This design comes from an exercise in tuning for small area, a short achievable clock period and few clock cycles on the open sky130 flow, not from production work.
Only simulation tests tie the RTL to the original design; equivalence was not proved.

### flow/run.sh
#!/bin/bash
# synth_recipe.tcl (not shown) runs the flow's synth.tcl, then flattens the netlist and writes it again
# the make line also repeats each setting of config.mk as NAME=value (left out here)
make -C /OpenROAD-flow-scripts/flow DESIGN_CONFIG=/design/flow/config.mk WORK_HOME=/design/flow/orfs CLKGATE_MAP_FILE= SYNTH_SCRIPT=/design/flow/synth_recipe.tcl finish
### flow/config.mk
export PLATFORM = sky130hd
export DESIGN_NAME = mpd_engine
export DESIGN_NICKNAME = mpd_engine
export VERILOG_FILES = /design/flow/design.v
export SDC_FILE = /design/flow/constraint.sdc
export NUM_CORES = 4
export LEC_CHECK = 0
export CAP_MARGIN = 20
export CORE_MARGIN = 2
export CORE_UTILIZATION = 40
export SLEW_MARGIN = 20
### flow/constraint.sdc
create_clock -name core_clock -period 25.0 [get_ports {clk}]
set_input_delay 5.0000 -clock core_clock [delete_from_list [all_inputs] [get_ports {clk}]]
set_output_delay 5.0000 -clock core_clock [all_outputs]
set_load 0.01 [all_outputs]
### flow/design.v
module mpd_engine (
    input  wire        clk,
    input  wire        rst,           
    input  wire        cmd_valid,
    output wire        cmd_ready,
    input  wire [31:0] cmd_data,
    output reg         gpio_valid,
    input  wire        gpio_ready,
    output reg  [31:0] gpio_addr,
    output reg  [31:0] gpio_data,
    output reg         rsp_valid,
    output reg  [3:0]  rsp_err,
    output wire [31:0] rsp_result,
    output wire [15:0] rsp_bus,
    output wire [1:0]  rsp_rot,
    output wire [4:0]  rsp_devcnt
);
    localparam [8:0]  NUM_PINS    = 9'd200;
    localparam [15:0] W0          = 16'd480;
    localparam [15:0] H0          = 16'd320;
    localparam [31:0] GPIO_BASE   = 32'h5000_0000;
    localparam [3:0] E_OK      = 4'd0;
    localparam [3:0] E_ILLEGAL = 4'd1;
    localparam [3:0] E_WIDTH   = 4'd2;
    localparam [3:0] E_PIN     = 4'd3;
    localparam [3:0] E_DUP     = 4'd4;
    localparam [3:0] E_CTRL    = 4'd5;
    localparam [3:0] E_ROT     = 4'd7;
    localparam [3:0] E_OOB     = 4'd9;
    localparam [3:0] E_NOTCFG  = 4'd10;
    localparam [3:0] E_DEV     = 4'd12;
    localparam [3:0] E_FULL    = 4'd13;
    localparam [3:0] E_FATAL   = 4'd14;
    localparam [4:0] S_IDLE     = 5'd0;
    localparam [4:0] S_DECODE   = 5'd1;
    localparam [4:0] S_WORD1    = 5'd2;
    localparam [4:0] S_EXEC     = 5'd3;
    localparam [4:0] S_DRAIN    = 5'd4;
    localparam [4:0] S_BLITHDR  = 5'd5;
    localparam [4:0] S_BLITLEN  = 5'd6;
    localparam [4:0] S_CS_ACT   = 5'd7;
    localparam [4:0] S_DC_CMD   = 5'd8;
    localparam [4:0] S_DC_DATA  = 5'd9;
    localparam [4:0] S_FETCH    = 5'd10;
    localparam [4:0] S_WR_DEACT = 5'd11;
    localparam [4:0] S_DATA     = 5'd12;
    localparam [4:0] S_WR_ACT   = 5'd13;
    localparam [4:0] S_CS_DEACT = 5'd14;
    localparam [4:0] S_NEXTBYTE = 5'd15;
    localparam [3:0] R_CS = 4'd8;
    localparam [3:0] R_DC = 4'd9;
    localparam [3:0] R_WR = 4'd10;
    function [31:0] set_addr;
        input [2:0] g;
        set_addr = GPIO_BASE + {21'd0, g, 8'd0} + 32'h8;
    endfunction
    function [31:0] clr_addr;
        input [2:0] g;
        clr_addr = GPIO_BASE + {21'd0, g, 8'd0} + 32'hC;
    endfunction
    reg  [4:0]  state;
    reg  [31:0] w0;              
    reg  [31:0] w1;              
    reg  [30:0] drain_cnt;       
    reg  [1:0]  hdr_cnt;         
    reg  [10:0] stg_valid;
    reg  [7:0]  stg_pin [0:10];
    reg  [10:0] stg_pol;
    reg  [7:0]  ins_pin [0:10];
    reg  [10:0] ins_pol;
    reg  [2:0]  grp_list [0:7];
    reg  [3:0]  ng;
    reg         bus_ready;
    reg         bus_fatal;
    reg         last_valid;
    reg  [7:0]  last_byte;
    reg  [1:0]  rot;
    reg  [7:0]  dev_valid;
    reg  [11:0] dev_tbl [0:7];
    reg  [31:0] result;
    reg         tx_c;
    reg         tx_d;
    reg  [7:0]  tx_cmd;
    reg  [15:0] tx_len;
    reg  [15:0] tx_k;            
    reg         tx_in_cmd;       
    reg  [31:0] pword;           
    reg  [2:0]  gi;              
    reg         gphase;          
    integer i;
    wire [3:0]  op     = w0[31:28];
    wire [15:0] lw     = rot[0] ? H0 : W0;
    wire [15:0] lh     = rot[0] ? W0 : H0;
    reg  [4:0]  devcnt;
    always @(*) begin
        devcnt = 5'd0;
        for (i = 0; i < 8; i = i + 1)
            devcnt = devcnt + {4'd0, dev_valid[i]};
    end
    assign rsp_result = result;
    assign rsp_bus    = {(last_valid ? last_byte : 8'd0), ng, 1'b0, last_valid, bus_fatal, bus_ready};
    assign rsp_rot    = rot;
    assign rsp_devcnt = devcnt;
    assign cmd_ready = (state == S_IDLE) || (state == S_WORD1) || (state == S_DRAIN) ||
                       (state == S_BLITHDR) || (state == S_BLITLEN) || (state == S_FETCH);
    wire cmd_fire  = cmd_valid && cmd_ready;
    wire gpio_fire = gpio_valid && gpio_ready;
    reg  [7:0] cur_byte;
    always @(*) begin
        if (tx_in_cmd)
            cur_byte = tx_cmd;
        else case (tx_k[1:0])
            2'd0: cur_byte = pword[7:0];
            2'd1: cur_byte = pword[15:8];
            2'd2: cur_byte = pword[23:16];
            default: cur_byte = pword[31:24];
        endcase
    end
    reg [31:0] full_mask;
    reg [31:0] set_mask;
    always @(*) begin
        full_mask = 32'd0;
        set_mask  = 32'd0;
        for (i = 0; i < 8; i = i + 1) begin
            if (ins_pin[i][7:5] == grp_list[gi]) begin
                full_mask = full_mask | (32'd1 << ins_pin[i][4:0]);
                if (cur_byte[i])
                    set_mask = set_mask | (32'd1 << ins_pin[i][4:0]);
            end
        end
    end
    wire [31:0] clr_mask = full_mask ^ set_mask;
    reg [3:0]  ctl_role;
    reg        ctl_act;
    reg [31:0] ctl_addr;
    reg [31:0] ctl_val;
    always @(*) begin
        ctl_val = 32'd1 << ins_pin[ctl_role][4:0];
        if (ins_pol[ctl_role] == ctl_act)
            ctl_addr = set_addr(ins_pin[ctl_role][7:5]);
        else
            ctl_addr = clr_addr(ins_pin[ctl_role][7:5]);
    end
    always @(*) begin
        gpio_valid = 1'b0;
        gpio_addr  = 32'd0;
        gpio_data  = 32'd0;
        ctl_role   = R_CS;
        ctl_act    = 1'b1;
        case (state)
            S_CS_ACT:   begin ctl_role = R_CS; ctl_act = 1'b1; end
            S_DC_CMD:   begin ctl_role = R_DC; ctl_act = 1'b0; end
            S_DC_DATA:  begin ctl_role = R_DC; ctl_act = 1'b1; end
            S_WR_DEACT: begin ctl_role = R_WR; ctl_act = 1'b0; end
            S_WR_ACT:   begin ctl_role = R_WR; ctl_act = 1'b1; end
            S_CS_DEACT: begin ctl_role = R_CS; ctl_act = 1'b0; end
            default:    begin ctl_role = R_CS; ctl_act = 1'b1; end
        endcase
        case (state)
            S_CS_ACT, S_DC_CMD, S_DC_DATA, S_WR_DEACT, S_WR_ACT, S_CS_DEACT: begin
                gpio_valid = 1'b1;
                gpio_addr  = ctl_addr;
                gpio_data  = ctl_val;
            end
            S_DATA: begin
                gpio_valid = 1'b1;
                if (!gphase) begin
                    gpio_addr = set_addr(grp_list[gi]);
                    gpio_data = set_mask;
                end else begin
                    gpio_addr = clr_addr(grp_list[gi]);
                    gpio_data = clr_mask;
                end
            end
            default: ;
        endcase
    end
    wire        tx_legal   = (w0[25:24] == 2'b00) &&
                             !(!w0[27] && (w0[23:16] != 8'd0)) &&
                             !(!w0[26] && (w0[15:0] != 16'd0));
    wire [14:0] tx_words   = w0[15:2] + {14'd0, (w0[1:0] != 2'b00)};
    reg  [3:0] build_err;
    reg  [7:0] present;
    reg  [2:0] new_list [0:7];
    reg  [3:0] new_ng;
    integer    r, s, g;
    always @(*) begin
        build_err = E_OK;
        for (r = 10; r >= 0; r = r - 1)
            if ({1'b0, stg_pin[r]} >= NUM_PINS)
                build_err = E_PIN;
        if (build_err == E_OK) begin
            for (r = 0; r < 11; r = r + 1)
                for (s = r + 1; s < 11; s = s + 1)
                    if (stg_pin[r] == stg_pin[s])
                        build_err = E_DUP;
        end
        if (stg_valid[10:8] != 3'b111)
            build_err = E_CTRL;
        if (stg_valid[7:0] != 8'hFF)
            build_err = E_WIDTH;
        present = 8'd0;
        for (r = 0; r < 8; r = r + 1)
            present[stg_pin[r][7:5]] = 1'b1;
        new_ng = 4'd0;
        for (g = 0; g < 8; g = g + 1)
            new_list[g] = 3'd0;
        for (g = 0; g < 8; g = g + 1) begin
            if (present[g]) begin
                new_list[new_ng[2:0]] = g[2:0];
                new_ng = new_ng + 4'd1;
            end
        end
    end
    wire signed [27:0] rot_deg  = w0[27:0];
    wire signed [27:0] rot_rem  = rot_deg % 28'sd360;
    wire        [8:0]  rot_pos  = rot_rem[27] ? rot_rem[8:0] + 9'd360 : rot_rem[8:0];
    wire               rot_ok   = (rot_pos % 9'd90) == 9'd0;
    wire        [8:0]  rot_quo  = rot_pos / 9'd90;
    wire        [1:0]  rot_new  = rot_quo[1:0];
    reg  [2:0] free_slot;
    always @(*) begin
        free_slot = 3'd0;
        for (i = 7; i >= 0; i = i - 1)
            if (!dev_valid[i])
                free_slot = i[2:0];
    end
    wire [3:0]  xf_dev   = w0[19:16];
    wire        xf_devok = !xf_dev[3] && dev_valid[xf_dev[2:0]];
    wire [11:0] xf_tbl   = dev_tbl[xf_dev[2:0]];
    reg  [2:0]  xf_code;
    always @(*) begin
        case (rot)
            2'd0: xf_code = xf_tbl[2:0];
            2'd1: xf_code = xf_tbl[5:3];
            2'd2: xf_code = xf_tbl[8:6];
            default: xf_code = xf_tbl[11:9];
        endcase
    end
    wire [15:0] xf_u  = xf_code[2] ? w1[15:0]  : w1[31:16];
    wire [15:0] xf_v  = xf_code[2] ? w1[31:16] : w1[15:0];
    wire [15:0] xf_u2 = xf_code[1] ? lw - 16'd1 - xf_u : xf_u;
    wire [15:0] xf_v2 = xf_code[0] ? lh - 16'd1 - xf_v : xf_v;
    wire [15:0] mp_x  = w1[31:16];
    wire [15:0] mp_y  = w1[15:0];
    wire        mp_oob = (mp_x >= lw) || (mp_y >= lh);
    reg  [31:0] mp_res;
    always @(*) begin
        case (rot)
            2'd0: mp_res = {mp_x, mp_y};
            2'd1: mp_res = {W0 - 16'd1 - mp_y, mp_x};
            2'd2: mp_res = {W0 - 16'd1 - mp_x, H0 - 16'd1 - mp_y};
            default: mp_res = {mp_y, H0 - 16'd1 - mp_x};
        endcase
    end
    task finish;
        input [3:0] code;
        begin
            rsp_valid <= 1'b1;
            rsp_err   <= code;
            state     <= S_IDLE;
        end
    endtask
    always @(posedge clk) begin
        if (rst) begin
            state      <= S_IDLE;
            w0         <= 32'd0;
            w1         <= 32'd0;
            drain_cnt  <= 31'd0;
            hdr_cnt    <= 2'd0;
            stg_valid  <= 11'd0;
            stg_pol    <= 11'd0;
            ins_pol    <= 11'd0;
            for (i = 0; i < 11; i = i + 1) begin
                stg_pin[i] <= 8'd0;
                ins_pin[i] <= 8'd0;
            end
            for (i = 0; i < 8; i = i + 1) begin
                grp_list[i] <= 3'd0;
                dev_tbl[i]  <= 12'd0;
            end
            ng         <= 4'd0;
            bus_ready  <= 1'b0;
            bus_fatal  <= 1'b0;
            last_valid <= 1'b0;
            last_byte  <= 8'd0;
            rot        <= 2'd0;
            dev_valid  <= 8'd0;
            result     <= 32'd0;
            tx_c       <= 1'b0;
            tx_d       <= 1'b0;
            tx_cmd     <= 8'd0;
            tx_len     <= 16'd0;
            tx_k       <= 16'd0;
            tx_in_cmd  <= 1'b0;
            pword      <= 32'd0;
            gi         <= 3'd0;
            gphase     <= 1'b0;
            rsp_valid  <= 1'b0;
            rsp_err    <= 4'd0;
        end else begin
            rsp_valid <= 1'b0;
            case (state)
                S_IDLE: begin
                    if (cmd_fire) begin
                        w0    <= cmd_data;
                        state <= S_DECODE;
                    end
                end
                S_DECODE: begin
                    case (op)
                        4'h3: begin
                            tx_c      <= w0[27];
                            tx_d      <= w0[26];
                            tx_cmd    <= w0[23:16];
                            tx_len    <= w0[15:0];
                            tx_k      <= 16'd0;
                            tx_in_cmd <= 1'b0;
                            if (!tx_legal || bus_fatal || !bus_ready) begin
                                drain_cnt <= {16'd0, tx_words};
                                if (tx_words != 15'd0)
                                    state <= S_DRAIN;
                                else
                                    finish(!tx_legal ? E_ILLEGAL :
                                           bus_fatal ? E_FATAL : E_NOTCFG);
                            end else begin
                                state <= S_CS_ACT;
                            end
                        end
                        4'h6, 4'hB, 4'hC: state <= S_WORD1;
                        4'hD: begin
                            hdr_cnt <= 2'd2;
                            state   <= S_BLITHDR;
                        end
                        default: state <= S_EXEC;
                    endcase
                end
                S_WORD1: begin
                    if (cmd_fire) begin
                        w1    <= cmd_data;
                        state <= S_EXEC;
                    end
                end
                S_BLITHDR: begin
                    if (cmd_fire) begin
                        hdr_cnt <= hdr_cnt - 2'd1;
                        if (hdr_cnt == 2'd1)
                            state <= S_BLITLEN;
                    end
                end
                S_BLITLEN: begin
                    if (cmd_fire) begin
                        drain_cnt <= {1'b0, cmd_data[31:2]} + {30'd0, (cmd_data[1:0] != 2'b00)};
                        if (cmd_data == 32'd0)
                            finish(E_ILLEGAL);
                        else
                            state <= S_DRAIN;
                    end
                end
                S_DRAIN: begin
                    if (cmd_fire) begin
                        drain_cnt <= drain_cnt - 31'd1;
                        if (drain_cnt == 31'd1) begin
                            if (op == 4'h3)
                                finish(!tx_legal ? E_ILLEGAL :
                                       bus_fatal ? E_FATAL : E_NOTCFG);
                            else
                                finish(E_ILLEGAL);
                        end
                    end
                end
                S_EXEC: begin
                    case (op)
                        4'h1: begin  
                            if ((w0[22:8] != 15'd0) || (w0[27:24] > 4'd10) ||
                                ((w0[27:24] <= 4'd7) && w0[23]))
                                finish(E_ILLEGAL);
                            else begin
                                stg_valid[w0[27:24]] <= 1'b1;
                                stg_pin[w0[27:24]]   <= w0[7:0];
                                stg_pol[w0[27:24]]   <= w0[23];
                                finish(E_OK);
                            end
                        end
                        4'h2: begin  
                            if (w0[27:0] != 28'd0)
                                finish(E_ILLEGAL);
                            else if (bus_fatal)
                                finish(E_FATAL);
                            else if (build_err != E_OK) begin
                                bus_ready  <= 1'b0;
                                bus_fatal  <= 1'b1;
                                ng         <= 4'd0;
                                last_valid <= 1'b0;
                                finish(build_err);
                            end else begin
                                for (i = 0; i < 11; i = i + 1)
                                    ins_pin[i] <= stg_pin[i];
                                ins_pol <= stg_pol;
                                for (i = 0; i < 8; i = i + 1)
                                    grp_list[i] <= new_list[i];
                                ng         <= new_ng;
                                bus_ready  <= 1'b1;
                                last_valid <= 1'b0;
                                finish(E_OK);
                            end
                        end
                        4'h4: begin  
                            if (!rot_ok)
                                finish(E_ROT);
                            else begin
                                rot <= rot_new;
                                finish(E_OK);
                            end
                        end
                        4'h5: begin  
                            if (w0[27:0] != 28'd0)
                                finish(E_ILLEGAL);
                            else begin
                                result <= {30'd0, rot} * 32'd90;
                                finish(E_OK);
                            end
                        end
                        4'h9: begin  
                            if (w0[27:13] != 15'd0)
                                finish(E_ILLEGAL);
                            else if (dev_valid == 8'hFF)
                                finish(E_FULL);
                            else begin
                                dev_valid[free_slot] <= 1'b1;
                                dev_tbl[free_slot]   <= w0[11:0];
                                result <= {29'd0, free_slot};
                                finish(E_OK);
                            end
                        end
                        4'hA: begin  
                            if ((w0[27:20] != 8'd0) || (w0[15:6] != 10'd0) || w0[3])
                                finish(E_ILLEGAL);
                            else if (!xf_devok)
                                finish(E_DEV);
                            else begin
                                case (w0[5:4])
                                    2'd0: dev_tbl[xf_dev[2:0]][2:0]  <= w0[2:0];
                                    2'd1: dev_tbl[xf_dev[2:0]][5:3]  <= w0[2:0];
                                    2'd2: dev_tbl[xf_dev[2:0]][8:6]  <= w0[2:0];
                                    default: dev_tbl[xf_dev[2:0]][11:9] <= w0[2:0];
                                endcase
                                finish(E_OK);
                            end
                        end
                        4'hB: begin  
                            if ((w0[27:20] != 8'd0) || (w0[15:0] != 16'd0))
                                finish(E_ILLEGAL);
                            else if (!xf_devok)
                                finish(E_DEV);
                            else begin
                                result <= {xf_u2, xf_v2};
                                finish(E_OK);
                            end
                        end
                        4'hC: begin  
                            if (w0[27:0] != 28'd0)
                                finish(E_ILLEGAL);
                            else if (mp_oob)
                                finish(E_OOB);
                            else begin
                                result <= mp_res;
                                finish(E_OK);
                            end
                        end
                        default: finish(E_ILLEGAL);  
                    endcase
                end
                S_CS_ACT: begin
                    if (gpio_fire) begin
                        if (tx_c)
                            state <= S_DC_CMD;
                        else if (tx_d)
                            state <= S_DC_DATA;
                        else
                            state <= S_CS_DEACT;
                    end
                end
                S_DC_CMD: begin
                    if (gpio_fire) begin
                        tx_in_cmd <= 1'b1;
                        state     <= S_WR_DEACT;
                    end
                end
                S_DC_DATA: begin
                    if (gpio_fire) begin
                        tx_in_cmd <= 1'b0;
                        if (tx_len == 16'd0)
                            state <= S_CS_DEACT;
                        else
                            state <= S_FETCH;
                    end
                end
                S_FETCH: begin
                    if (cmd_fire) begin
                        pword <= cmd_data;
                        state <= S_WR_DEACT;
                    end
                end
                S_WR_DEACT: begin
                    if (gpio_fire) begin
                        gi     <= 3'd0;
                        gphase <= 1'b0;
                        if (last_valid && (last_byte == cur_byte))
                            state <= S_WR_ACT;
                        else
                            state <= S_DATA;
                    end
                end
                S_DATA: begin
                    if (gpio_fire) begin
                        if (!gphase)
                            gphase <= 1'b1;
                        else if ({1'b0, gi} == ng - 4'd1) begin
                            last_valid <= 1'b1;
                            last_byte  <= cur_byte;
                            state      <= S_WR_ACT;
                        end else begin
                            gi     <= gi + 3'd1;
                            gphase <= 1'b0;
                        end
                    end
                end
                S_WR_ACT: begin
                    if (gpio_fire)
                        state <= S_NEXTBYTE;
                end
                S_NEXTBYTE: begin
                    if (tx_in_cmd) begin
                        if (tx_d)
                            state <= S_DC_DATA;
                        else
                            state <= S_CS_DEACT;
                    end else begin
                        tx_k <= tx_k + 16'd1;
                        if (tx_k + 16'd1 == tx_len)
                            state <= S_CS_DEACT;
                        else if (tx_k[1:0] == 2'd3)
                            state <= S_FETCH;
                        else
                            state <= S_WR_DEACT;
                    end
                end
                S_CS_DEACT: begin
                    if (gpio_fire)
                        finish(E_OK);
                end
                default: state <= S_IDLE;
            endcase
        end
    end
endmodule
==> results.txt <==
[synth_stat cells, drive strengths merged, types with 171 or more instances]
master,instances
xor2,341
buf,171
nor2,768
clkbuf,340
o21ai,371
edfxtp,176
nand3,171
dfxtp,382
xnor2,414
a21oi,439
nand2,761
mux2i,195
[worst min-delay path by stage]
| stage | startpoint | slack, ns | to | cells after the start |
|---|---|---|---|---|
| finish | stg_valid[9] | 0.45 | stg_valid[9] | 2 |
| global route | pword[27] | 0.47 | pword[27] | 2 |
| CTS | stg_valid[9] | 0.45 | stg_valid[9] | 2 |
| detailed placement | stg_valid[9] | 0.44 | stg_valid[9] | 2 |
| global placement | stg_valid[8] | 0.44 | stg_valid[8] | 2 |
| floorplan | stg_valid[9] | 0.43 | stg_valid[9] | 2 |
[state kept, by name (all words and copies together), names as in the netlist, 4 cells and up, named ones only]
register   cells
dev_tbl       96
dev_valid      8
drain_cnt     31
grp_list      24
ins_pin       88
last_byte      8
ng             4
pword         32
result        32
rsp_err        4
state          4
stg_pin       88
stg_valid     11
tx_cmd         8
tx_k          16
tx_len        16
w0            32
w1            32
[critical path: cells and delay by family (launching register included)]
kind                     cells  cell delay (ns)
AO/OA/AOI/OAI               47            12.80
XOR/XNOR                     6             1.78
adder cells (fa/ha/maj)      3             0.68
buffers and inverters        5             1.07
flip-flops                   1             0.73
multiplexers                 3             1.42
AND/OR/NAND/NOR             15             4.70
[cell type report]
class / count / share of cell area [%]
diodes: 2 / 0.009220
clock buffers: 94 / 3.501
clock inverters: 31 / 0.7330
inverters: 154 / 1.065
multi-input cells: 5264 / 62.97
flip-flops and latches: 558 / 23.83
well taps: 1637 / 3.773
repair buffers: 253 / 4.126
[cell families after synthesis]
family          after synthesis  share of synthesized area [%]
mux                         244                          5.747
simple gates               2458                          23.13
xor+xnor                    756                          13.62
fa+ha+maj                   123                          3.159
flops                       558                          26.00
buf+inv                     671                          5.805
compound gates             1656                          22.53
other cells                   1                       0.007538
[what timing repair did]
item / CTS / global route
endpoints found under the setup margin: 0 / 5
resized for setup: 0 / 17
hold buffers: 0 / 0
[per-stage QoR]
stage	instances	setup slack, ns	util [%]
finish	7993	1.647	43.96
global route	7991	0.04150	43.96
CTS	7991	0.8287	43.88
detailed placement	7866	0.8831	42.02
global placement	7866	1.488	42.02
floorplan	6493	4.946	-
[metal layers]
metal	vias to the layer above	wire, um
met2	2710	89680
met3	627	20010
met5	-	107
li1	22950	-
met1	24330	82580
met4	16	10240
==> metrics.yaml <==
use_met2_pct: 47.93
timing.rr.start: "w0[27]"
fmax_ghz: 0.04282
synth-async-reset-ratio_pct: 0
cap_violations: 0
wirelength_um: 202600
first_iter_violations: 5905
antenna_left: 0
grt_util_met1_pct: 40.09
fillerInstances: 12540
reg2reg_depth: 79
rsz0062_at_grt: "no"
end_kind: "register"
antenna_found_initial: 10
ys_seq_elements: 558
worstHoldPathType: "reg -> reg"
hold_viol_final: 0
final_cell_area_um2: 54280
cts_setup_buffers: 0
ys.flop_type: "dfxtp_1"
ff_latch_area_um2: 12930
dp_hpwl_um: 143500
ctsLongestPathBuffers: 3
rows: 129
clock-sinks: 558
critPathMaxFanout: 29
synth_area_per_cell_um2: 7.692
r2r-end: "rsp_err[2]"
grt_pass1_vias: 47070
yosys.area.top_type_share_pct: 15.37
cts_tree: "built"
dieHeight_um: 356.7
vias: 50630
die_w_um: 356.7
status: "complete, no violations"
synth.distinct_cells: 153
start_util_pct: 40.29
critPathRequiredTime_ns: 25.49
cp-start-kind: "register"
worst_clock_skew_ns: 0.03236
arrival_ns: 23.84
drive_gt1_share_pct: 7.192
grt_pass1_wl_um: 301500
busiest_layer: "met2"
clockRootBuffer: "clkbuf_16"
clk_pin_slew_ns: 0.06
drv_slew: 0
ys_warn_count: 4
drc: 0
slew_headroom_pct: 11.00
grt_max_degree: 100
clk_latency_ns: 0.65
wl_per_cell_um: 25.35
dieArea_um2: 127200
vias_per_cell: 6.334
ys_seq_area_share_pct: 26.00
synth_largest_area_cell: "dfxtp_1"
placed_cell_area_um2: 51880
synthCells: 6467
track_usage_pct: 30.63
slowest_delay_ns: 0.74
syn_to_final_growth_pct: 9.125
htreeDepth: 3
use_met3_pct: 6.696
period_share_pct: 93.41
worst_hold_slack_ns: 0.4502
worstMarginPinSlew_ns: 1.328
multi_input_area_um2: 34180
core-area_um2: 123500
io_buffers: 134
first_pass_iters: 10
cp_slowest_cell: "or4_1"
netlist_top_cells_area: "dfxtp_1, edfxtp_1, xnor2_1"
final_cell_mix: "nor2_1, nand2_1, a21oi_1"
num_io_pins: 162
crit_start: "w0[27]"
cts_buffers: 69
path_common_cell: "a21oi_1"
syn_area_um2: 49750
synth_edf_count: 176
setup_viol: 0
period_minus_slack_ns: 23.35
gp_congestion: 1.034
endpoint: "rsp_err[2]"
grt.overflow.total: 0
crit_type: "reg -> reg"
tns_ns: 0
fin_nets: 6457
rrSetupSlack_ns: 1.65
Testbench counts, summed over its fixed seeds: cycles 221,357.

## port drivers added, routing unchanged
How much do the figures lean on ideal ports? The routed layout below was timed once more, with nothing changed but the port constraints.
Step 1, drivers: a clkbuf_16 drives clk and a buf_2 each remaining input, both assumed.
Step 2, shift: input delay + t, output delay - t, t = (earliest + latest rising clock arrival at the registers) / 2. This alone moves slack from input paths to output paths.
Slacks: ideal / step 1 / step 2; pairs: ideal / step 1.
shift t [ns]: 0.718
setup WS [ns]: 1.647 / 1.647 / 1.647
worst data-port slew with drivers (ns): 0.13
cell pins on the clock port's net: 1
After both steps setup and hold are still met in this run. For this run, drivers alone change the setup slack by 0.000 ns; drivers and shift together by 0.000 ns.
